Background: an optimization exercise with open tools, aiming at small area, a short achievable clock period and few clock cycles per item. Do not read the settings as production practice. Only simulation tests tie the RTL to the original design; equivalence was not proved. Power and IR drop assume default switching activity.

== xenon ==
## olivia_fec_decoder
module olivia_fec_decoder (
    input  wire        clk,
    input  wire        rst,
    input  wire        in_valid,
    output wire        in_ready,
    input  wire [3:0]  in_bps,
    input  wire [47:0] in_soft,
    output wire        out_valid,
    input  wire        out_ready,
    output wire [6:0]  out_char,
    output wire [2:0]  out_index,
    output wire [11:0] out_peak,
    output wire        out_last
);
==> flow/config.mk <==
export PLATFORM = sky130hd
export DESIGN_NAME = olivia_fec_decoder
export DESIGN_NICKNAME = olivia_fec_decoder
export VERILOG_FILES = /design/flow/design.v
export SDC_FILE = /design/flow/constraint.sdc
export NUM_CORES = 8
export LEC_CHECK = 0
export CAP_MARGIN = 10
export CORE_MARGIN = 2
export CORE_UTILIZATION = 45
export PLACE_DENSITY = 0.65
export SLEW_MARGIN = 10
==> flow/constraint.sdc <==
create_clock -name core_clock -period 10.0 [get_ports {clk}]
set_input_delay 2.0000 -clock core_clock [delete_from_list [all_inputs] [get_ports {clk}]]
set_output_delay 2.0000 -clock core_clock [all_outputs]
set_load 0.01 [all_outputs]
standard.sh (not shown) runs the stock make flow with config.mk's settings and CLKGATE_MAP_FILE= SYNTH_SCRIPT=/design/flow/synth_recipe.tcl, a recipe that flattens the netlist after the stock synthesis.
==> flow/flow/run.sh <==
#!/bin/bash
# Standard layout with: buf_4 port buffers, no dummy clock loads, clock sink clusters of up to 28 sinks within 60 um,
# and timing repair aiming for 6.9 ns of setup slack.
set -euo pipefail
export BUFFER_PORTS_ARGS="-buffer_cell sky130_fd_sc_hd__buf_4"
export CTS_ARGS="-sink_clustering_enable -repair_clock_nets -dont_use_dummy_load -sink_clustering_size 28 -sink_clustering_max_diameter 60"
export SETUP_SLACK_MARGIN=6.9
bash standard.sh > standard.log 2>&1
Testbench counts of xenon, summed over its fixed seeds: cycles 35,440, chars 1,720.
## Diff of input files: yarrow against xenon
# xenon
export LEC_CHECK = 0
export CAP_MARGIN = 10
export CORE_MARGIN = 2
export CORE_UTILIZATION = 45
export PLACE_DENSITY = 0.65
export SLEW_MARGIN = 10
create_clock -name core_clock -period 10.0 [get_ports {clk}]
# yarrow
export LEC_CHECK = 0
export CAP_MARGIN = 40
export CORE_MARGIN = 2
export CORE_UTILIZATION = 50
export PLACE_DENSITY = 0.68
export SLEW_MARGIN = 20
create_clock -name core_clock -period 10.0 [get_ports {clk}]
Notes after the runs:
Post-placement worst setup slack: xenon and yarrow compared, lower one is xenon
Of the two candidates, xenon has the better largest vdd supply drop and yarrow the worse one.
The run with more setup slack is xenon; yarrow has less.
yarrow vs xenon — final-layout fill cell count dropped by more than 10%
Total power of yarrow is lower than that of xenon.
Diff xenon -> yarrow: cell count after placement decreased 320, post-route minimum period climbed 0.0061 ns.
## Diff of input files: sierra against yarrow
# yarrow
export LEC_CHECK = 0
export CAP_MARGIN = 40
export CORE_MARGIN = 2
export CORE_UTILIZATION = 50
export PLACE_DENSITY = 0.68
export SLEW_MARGIN = 20
create_clock -name core_clock -period 10.0 [get_ports {clk}]
# sierra
export LEC_CHECK = 0
export CAP_MARGIN = 40
export CORE_MARGIN = 2
export CORE_UTILIZATION = 35
export PLACE_DENSITY = 0.55
export SLEW_MARGIN = 20
create_clock -name core_clock -period 10.0 [get_ports {clk}]
Notes after the runs:
Run comparison: sierra uppermost signal routing layer after detailed routing met4; yarrow uppermost signal routing layer after detailed routing met5
Higher utilization goes to yarrow over sierra.
Fraction of power consumed by combinational cells ended up 0.4 points lower on sierra than on yarrow.
The final reports for sierra and yarrow show share of layout cells above drive strength 1 higher in the former.
Aggregate global-route resource usage (lower): sierra
sierra reports a higher core region area than yarrow does.
Final-layout clock-cell area share: sierra > yarrow
Taking yarrow as the reference point, the hold slack of sierra falls by 0.050 ns.
Going from yarrow to sierra, H-tree depth grows by 1.
sierra vs. yarrow: power consumption increased 4.7%; mapped cell area essentially unchanged.

--- another note on this design; it stands on its own ---

== P ==
Design olivia_fec_decoder, start of the top module:
module olivia_fec_decoder (
    input  wire        clk,
    input  wire        rst,
    input  wire        in_valid,
    output wire        in_ready,
    input  wire [3:0]  in_bps,
    input  wire [47:0] in_soft,
    output wire        out_valid,
    input  wire        out_ready,
    output wire [6:0]  out_char,
    output wire [2:0]  out_index,
    output wire [11:0] out_peak,
    output wire        out_last
);
clock: 10.0 ns
lec_check: 0
cap_margin: 10
core_margin: 2
core_utilization: 50
place_density: 0.68
slew_margin: 10
standard.sh (not shown) runs the stock make flow with config.mk's settings and CLKGATE_MAP_FILE= SYNTH_SCRIPT=/design/flow/synth_recipe.tcl, a recipe that flattens the netlist after the stock synthesis.
==> flow/flow/run.sh <==
#!/bin/bash
# Standard layout with: buf_4 port buffers, clkbuf_16 and clkbuf_8 clock
# buffers, no dummy clock loads, clock sink clusters of up to 28 sinks within
# 60 um, and timing repair aiming for 6.9 ns of setup slack.
set -euo pipefail
export BUFFER_PORTS_ARGS="-buffer_cell sky130_fd_sc_hd__buf_4"
export CTS_ARGS="-sink_clustering_enable -repair_clock_nets -dont_use_dummy_load -buf_list {sky130_fd_sc_hd__clkbuf_16 sky130_fd_sc_hd__clkbuf_8} -sink_clustering_size 28 -sink_clustering_max_diameter 60"
export SETUP_SLACK_MARGIN=6.9
bash standard.sh > standard.log 2>&1
Every stage of the flow completed for P, and the final layout passed the timing, DRC and antenna checks.
Testbench counts of P, summed over its fixed seeds: cycles 35,432, chars 1,720.
Relative to P, the following input files were edited for Q:
==> flow/flow/run.sh <==
#!/bin/bash
# Standard layout with: buf_4 port buffers, no dummy clock loads, clock sink clusters of up to 28 sinks within 60 um,
# and timing repair aiming for 6.9 ns of setup slack.
set -euo pipefail
export BUFFER_PORTS_ARGS="-buffer_cell sky130_fd_sc_hd__buf_4"
export CTS_ARGS="-sink_clustering_enable -repair_clock_nets -dont_use_dummy_load -sink_clustering_size 28 -sink_clustering_max_diameter 60"
export SETUP_SLACK_MARGIN=6.9
bash standard.sh > standard.log 2>&1
[summary]
On clock-cell share of area, Q and P are basically level.
Portion of total power attributed to combinational logic: P vs Q, no meaningful difference
Die footprint essentially unchanged between P and Q.
Taking P as the reference, in Q final total power about even, slack of the critical path about even.
On clock group power, Q and P are neck and neck.
The following lists how R was set up differently from Q:
-- flow/config.mk --
<<< Q, line 9
export CORE_MARGIN = 2
export CORE_UTILIZATION = 50
export PLACE_DENSITY = 0.68
export SLEW_MARGIN = 10
>>> R, line 9
export CORE_MARGIN = 2
export CORE_UTILIZATION = 50
export PLACE_DENSITY = 0.74
export SLEW_MARGIN = 10
[summary]
- Taking Q as the reference, in R number of standard cells in the final layout excluding fillers did not really move, utilization neither gained nor lost much, insertion delay of the later-clocked pin in the worst-skew pair shrank by 0.04 ns.
- R ran to completion and came out clean on the timing, DRC and antenna checks.
- Measured against each other, Q and R differ in proportion of power drawn by flip-flops and latches, the higher figure coming from R.
Input changes introduced in S (baseline for comparison: R):
==> flow/flow/run.sh <==
#!/bin/bash
# Standard layout with: buf_4 port buffers, no dummy clock loads, clock sink clusters of up to 28 sinks within 60 um,
# and timing repair aiming for 6.8 ns of setup slack.
set -euo pipefail
export BUFFER_PORTS_ARGS="-buffer_cell sky130_fd_sc_hd__buf_4"
export CTS_ARGS="-sink_clustering_enable -repair_clock_nets -dont_use_dummy_load -sink_clustering_size 28 -sink_clustering_max_diameter 60"
export SETUP_SLACK_MARGIN=6.8
bash standard.sh > standard.log 2>&1
-- flow/config.mk --
<<< R, line 9
export CORE_MARGIN = 2
export CORE_UTILIZATION = 50
export PLACE_DENSITY = 0.74
export SLEW_MARGIN = 10
>>> S, line 9
export CORE_MARGIN = 2
export CORE_UTILIZATION = 50
export PLACE_DENSITY = 0.68
export SLEW_MARGIN = 10
Notes after the runs:
Post-layout worst setup margin for S: 0.0045 ns up relative to R
R → S: clock insertion delay at the later pin of the skew report grew by 0.03 ns, depth of the worst register-to-register path grew by 2, global-route usage neither gained nor lost much.
Diff R..S | multi-input combinational area share | negligible

## what the ideal ports hide
The flow's constraints put no driver on any port. The routed layouts listed below were extracted and timed again, unchanged, in two steps.
Step 1: set_driving_cell puts a clkbuf_16 on clk and a buf_2 on each other input, an assumption about the parent block.
Step 2 moves the port delays by t, midway between the first and last clock arrival at a register: inputs arrive t later, outputs are due t later. That takes back most of the time a late clock gives input paths.
Slacks: ideal ports / drivers / drivers and shift; pairs: ideal ports / drivers.
| run | t, ns | slack for setup (ns) | worst data-port slew with drivers (ns) |
|---|---|---|---|
| xenon | 0.966 | 6.670 / 6.573 / 6.020 | 0.20 |
| yarrow | 0.951 | 6.663 / 6.561 / 6.111 | 0.10 |
| sierra | 0.943 | 6.639 / 6.545 / 5.995 | 0.21 |
| P | 0.924 | 6.691 / 6.598 / 5.986 | 0.20 |
| Q | 0.924 | 6.691 / 6.598 / 5.986 | 0.20 |
| R | 0.920 | 6.653 / 6.560 / 6.023 | 0.22 |
| S | 0.917 | 6.657 / 6.567 / 5.947 | 0.12 |
After both steps setup and hold are still met in every run listed. The setup slack of S, which loses most, moves by -0.090 ns with the drivers and by -0.710 ns with both steps.
